What follows belongs to an exercise in optimizing a design on an open flow for small area, a short achievable clock period and few clock cycles per item; a production flow would make more cautious choices.
No run shown here included a check of the RTL's function; only the layout flow was run.

==> flow/design.v, too long to show whole: its modules and the start of the top module <==
// module wrs_fmd: 2937 lines
module wrs_fmd (
    input  wire               clk,
    input  wire               rst,         
    input  wire               cfg_valid,
    input  wire        [15:0] cfg_gain,    
    input  wire               in_valid,
    output wire               in_ready,
    input  wire signed [15:0] in_i,
    input  wire signed [15:0] in_q,
    output wire               out_valid,
    input  wire               out_ready,
    output wire signed [15:0] out_y        
);
  // ...
==> flow/run.sh <==
#!/bin/bash
# synth_recipe.tcl (not shown) runs the flow's synth.tcl, then flattens the netlist and writes it again
# the make line also repeats each setting of config.mk as NAME=value (left out here)
make -C /OpenROAD-flow-scripts/flow DESIGN_CONFIG=/design/flow/config.mk WORK_HOME=/design/flow/orfs CLKGATE_MAP_FILE= SYNTH_SCRIPT=/design/flow/synth_recipe.tcl finish
==> flow/config.mk <==
export PLATFORM = sky130hd
export DESIGN_NAME = wrs_fmd
export DESIGN_NICKNAME = wrs_fmd
export VERILOG_FILES = /design/flow/design.v
export SDC_FILE = /design/flow/constraint.sdc
export NUM_CORES = 4
export LEC_CHECK = 0
export CAP_MARGIN = 20
export CORE_MARGIN = 2
export CORE_UTILIZATION = 40
export PLACE_DENSITY = 0.6
export SETUP_SLACK_MARGIN = 5
export SLEW_MARGIN = 20
==> flow/constraint.sdc <==
create_clock -name core_clock -period 11.0 [get_ports {clk}]
set_input_delay 2.2000 -clock core_clock [delete_from_list [all_inputs] [get_ports {clk}]]
set_output_delay 2.2000 -clock core_clock [all_outputs]
set_load 0.01 [all_outputs]
==> run summary, run 1 <==
status=no timing/DRC/antenna violations; met1 wire length=between 150000 and 200000 um; top cell category=multi-input combinational cells; fraction of area in multi-input gates=0.5787; multi-input logic area=~80000 um^2; clock buffer depth=4; number of port buffers=70; hold_sp=sr_q11; crit-path max cell delay=approximately 0.56 ns; Final Max Tran Viols=0; share of cells above drive strength 1=0.05069; busiest grt layer=met2; seq_cells=between 1000 and 1500; Post-synth ARST share=0; fmax=between 150 and 200 MHz; initial antenna violation count=6; sequential share of cell area=0.2977; count leader, synth=edfxtp_1; Routed Antenna Nets=0; Seq/Total Area, Yosys=0.3211; simple-gate share of the synthesized area=0.1181; max_slew headroom=0.2218; CTS Sinks=approximately 1400; DIE HEIGHT=around 570 um; max-capacitance violation count=0; CP Max Fanout=approximately 160; Main synth FF type=edfxtp_1; Final nets=between 10000 and 15000; Post-DP Area=131800 um^2
==> run 2, diff against run 1 <==
--- a/flow/config.mk
+++ b/flow/config.mk
@@ -11,3 +11,2 @@
 export PLACE_DENSITY = 0.6
-export SETUP_SLACK_MARGIN = 5
 export SLEW_MARGIN = 20
==> run 2 against run 1 <==
Design area fell by 0.10%; still clean; highest routed layer unchanged; first-iteration DRC count down 1.3%; worst hold slack improved by 0.0011 ns; wire length is essentially flat.
==> run summary, run 2 <==
status=no timing/DRC/antenna violations (unchanged); Ys Warns=1 (unchanged); crit-path cells=buf_4 > inv_1 > o21ai_0 > mux2i_4 > buf_4 > mux2_2 > fa_1 > ha_1 > inv_1 > fa_1 > nor2b_1 > o21ai_0 > a21boi_0 > o21ai_0 > a21boi_0 > o21bai_1 > a21boi_0 > o41a_1 > a41o_1 > o21ai_0 > nor2b_1 > o21ai_0 > xor2_1 (was buf_12 > inv_1 > nor2_2 > buf_4 > a21oi_1 > o221ai_1 > fa_1 > fa_1 > inv_1 > fa_1 > inv_1 > fa_1 > inv_1 > fa_1 > inv_1 > fa_1); DIE HEIGHT=568.6 um (unchanged); row count=207 (unchanged); die area=323300 um^2 (unchanged); Crit path top cell by count=o21ai_0 (was fa_1); Root Buffer Master=clkbuf_16 (unchanged); Hold WS=0.3912 ns (was 0.3901 ns); kind of start point of the critical path=flop (unchanged); skew final=0.07660 ns (was 0.07493 ns); ranking of synthesized cells by area=edfxtp_1, fa_1, ha_1, xnor2_1, a21oi_1 (unchanged); Critical Path RT=11.58 ns (was 11.52 ns); initial DRC count=9558 (was 9686); Seq/Total Area, Yosys=0.3211 (unchanged); Post-Syn Nets=15400 (unchanged); Final nets=14930 (about the same); Global Route met1 Usage=0.2875 (was 0.2883); Hold Path Stages=0 (unchanged); post-synth top area share=0.3101 (unchanged); Final Hold Fails=0 (unchanged); GRT met2 Usage=0.3674 (was 0.3675); most frequent cells in the layout=edfxtp_1, a21oi_1, nand2_1 (unchanged); fin crit share=0.5946 (was 0.5375); most common cell after layout, fill and taps aside=edfxtp_1 (unchanged); Placer Congestion=0.9466 (unchanged); worst reg-to-reg path cell count=23 (was 16); Post-synth ARST share=0 (unchanged); Reg clk slew, reported paths=0.06 ns (about the same); Critical Path End Type=flop (unchanged); CTS Sinks=1387 (unchanged); Final Max Tran Viols=0 (unchanged); vias in the first global route=93480 (was 93490); CTS tree=yes (unchanged); busiest grt layer=met2 (unchanged); worst-margin pin slew=1.189 ns (was 1.167 ns); post_cts resized=0 (was 9); Post-synth top cells=edfxtp_1, a21oi_1, nand2_1 (unchanged); initial core utilization=0.4016 (unchanged); count leader, synth=edfxtp_1 (unchanged); total global-route track usage=0.2216 (about the same); Syn Inst Count=13830 (unchanged); hold buffer count at cts=0 (unchanged); core footprint=317500 um^2 (unchanged); CP arrival=7.12 ns (was 6.43 ns); Final min period=6.541 ns (was 5.912 ns); number of port buffers=70 (unchanged); final setup vio count=0 (unchanged); Synth cell types=103 (unchanged); worst setup margin=4.459 ns (was 5.088 ns); per-cell routed wire length=20.83 um (was 20.82 um); Post-Synthesis Cell Area=127500 um^2 (unchanged); postcts setup bufs=0 (unchanged); crit-path max cell delay=0.71 ns (was 0.56 ns); Die Width=568.6 um (unchanged); RSZ-0062 raised after global routing=no (was yes); Avg Vias per Cell=5.646 (was 5.642); Avg Cell Area, Syn=9.219 um^2 (unchanged); total routed wirelength=368100 um (about the same); max-capacitance violation count=0 (unchanged); clock buffer depth=4 (unchanged); first-pass GRT wire length=562100 um (was 561900 um); H-tree depth=4 (unchanged); pre-CTS WS=4.499 ns (unchanged); post-synth top area cell=edfxtp_1 (unchanged); Largest regs=pa_q19: 35 flops, pb_q19: 35 flops (unchanged); area grow syn2layout=7.879% (was 7.992%); fmax=152.9 MHz (was 169.1 MHz); GRT overflow=0 (unchanged); grt met3 use=0.03320 (was 0.03146); DRC Markers=0 (unchanged); share of cells above drive strength 1=0.04936 (was 0.05069); min-delay worst type=flop to flop (unchanged); # IOs=71 (unchanged); Pre-antenna DRT Iters=9 (unchanged); Routed Antenna Nets=0 (unchanged); detailed placer's ending HPWL=268300 um (unchanged); number of synthesized flops with an enable pin=1317 (unchanged); CP Max Fanout=64 (was 155); Setup TNS=0 ns (unchanged); Main synth FF type=edfxtp_1 (unchanged); Seq cells post-synth=1387 (unchanged); initial antenna violation count=5 (was 6); pin count of the biggest net entering global routing=173 (unchanged); crit path kind=flop to flop (unchanged); via count=99790 (was 99730); Num CTS Buffers=169 (unchanged); Skew-Pair Late Insertion Delay=0.85 ns (about the same); max_slew headroom=0.2075 (was 0.2218); CP max stage cell=buf_4 (was fa_1)
-- run 2: cell counts after synthesis --
No cell type changed its count.
-- run 2: layout make-up --
cell class	instances	area, um^2
Multi-Input combinational cell	10580	79610
Antenna cell	2	5.005
Timing Repair Buffer	297	2501
Fill cell	30610	180000
Clock buffer	194	4395
Tap cell	4180	5230
Clock inverter	108	1340
Inverter	928	3487
Sequential cell	1387	41000
-- run 2: logic make-up (layout without fill, tap and decap cells) --
logic type	count (synthesis)	count (layout)	share of synthesized area
compound gates	3793	3793	0.1870
xor+xnor	1617	1617	0.1112
fa+ha+maj	1676	1676	0.1961
buf+inv	1868	1527	0.05523
flops	1387	1387	0.3211
mux	138	138	0.01116
other cells	0	2	0
simple gates	3354	3354	0.1181
-- run 2: layer usage --
| metal | part of all wire | vias to the layer above |
|---|---|---|
| met5 | 0.000090 | - |
| met4 | 0.047 | 6 |
| met3 | 0.075 | 823 |
| met2 | 0.46 | 3568 |
| met1 | 0.42 | 47260 |
| li1 | - | 48130 |
-- run 2: stage by stage --
step / std cells / utilization / area [um^2]
6_report: 17670 / 0.4333 / 137600
5_1_grt: 17670 / 0.4332 / 137600
4_1_cts: 17670 / 0.4332 / 137600
3_5_place_dp: 17370 / 0.4151 / 131800
3_3_place_gp: 17370 / 0.4151 / 131800
2_1_floorplan: 13830 / - / 127600
-- run 2: final timing paths --
check                           slack (ns)       end      start
worst min register to register        0.39    sr_q12     sr_q11
worst max-delay path                  4.46  y_q3[25]  im_q2[32]
worst min-delay path                  0.39    sr_q12     sr_q11
worst max register to register        4.46  y_q3[25]  im_q2[32]
-- run 2: worst max-delay path: cells and delay by family, from the launching register on --
kind | cells | cell delay, ns
buffers and inverters | 4 | 1.32
XOR/XNOR | 1 | 0.09
adder cells (fa/ha/maj) | 3 | 1.10
multiplexers | 2 | 0.58
AND/OR/NAND/NOR | 2 | 0.29
flip-flops | 1 | 0.35
AO/OA/AOI/OAI | 11 | 2.46

port drivers added, routing unchanged:
How much do the figures lean on ideal ports? The routed layouts below were timed once more, with nothing changed but the port constraints. Step 1 sets driving cells, clkbuf_16 on the clock port and buf_2 on the other inputs (assumed; they add their load-dependent delay and slew). Step 2 also shifts input and output timing later by t, the mid clock arrival at the registers, as if the neighbouring blocks saw the same clock. Slacks: no drivers / after step 1 / after step 2; pairs: no drivers / after step 1.
| run | t (ns) | setup slack, ns | hold WS [ns] | worst data-port slew with drivers (ns) |
|---|---|---|---|---|
| run 1 | 0.934 | 5.088 / 5.088 / 5.088 | 0.390 / 0.390 / 0.390 | 0.06 |
| run 2 | 0.936 | 4.459 / 4.459 / 4.459 | 0.391 / 0.391 / 0.391 | 0.07 |
After both steps setup and hold are still met in every run listed.
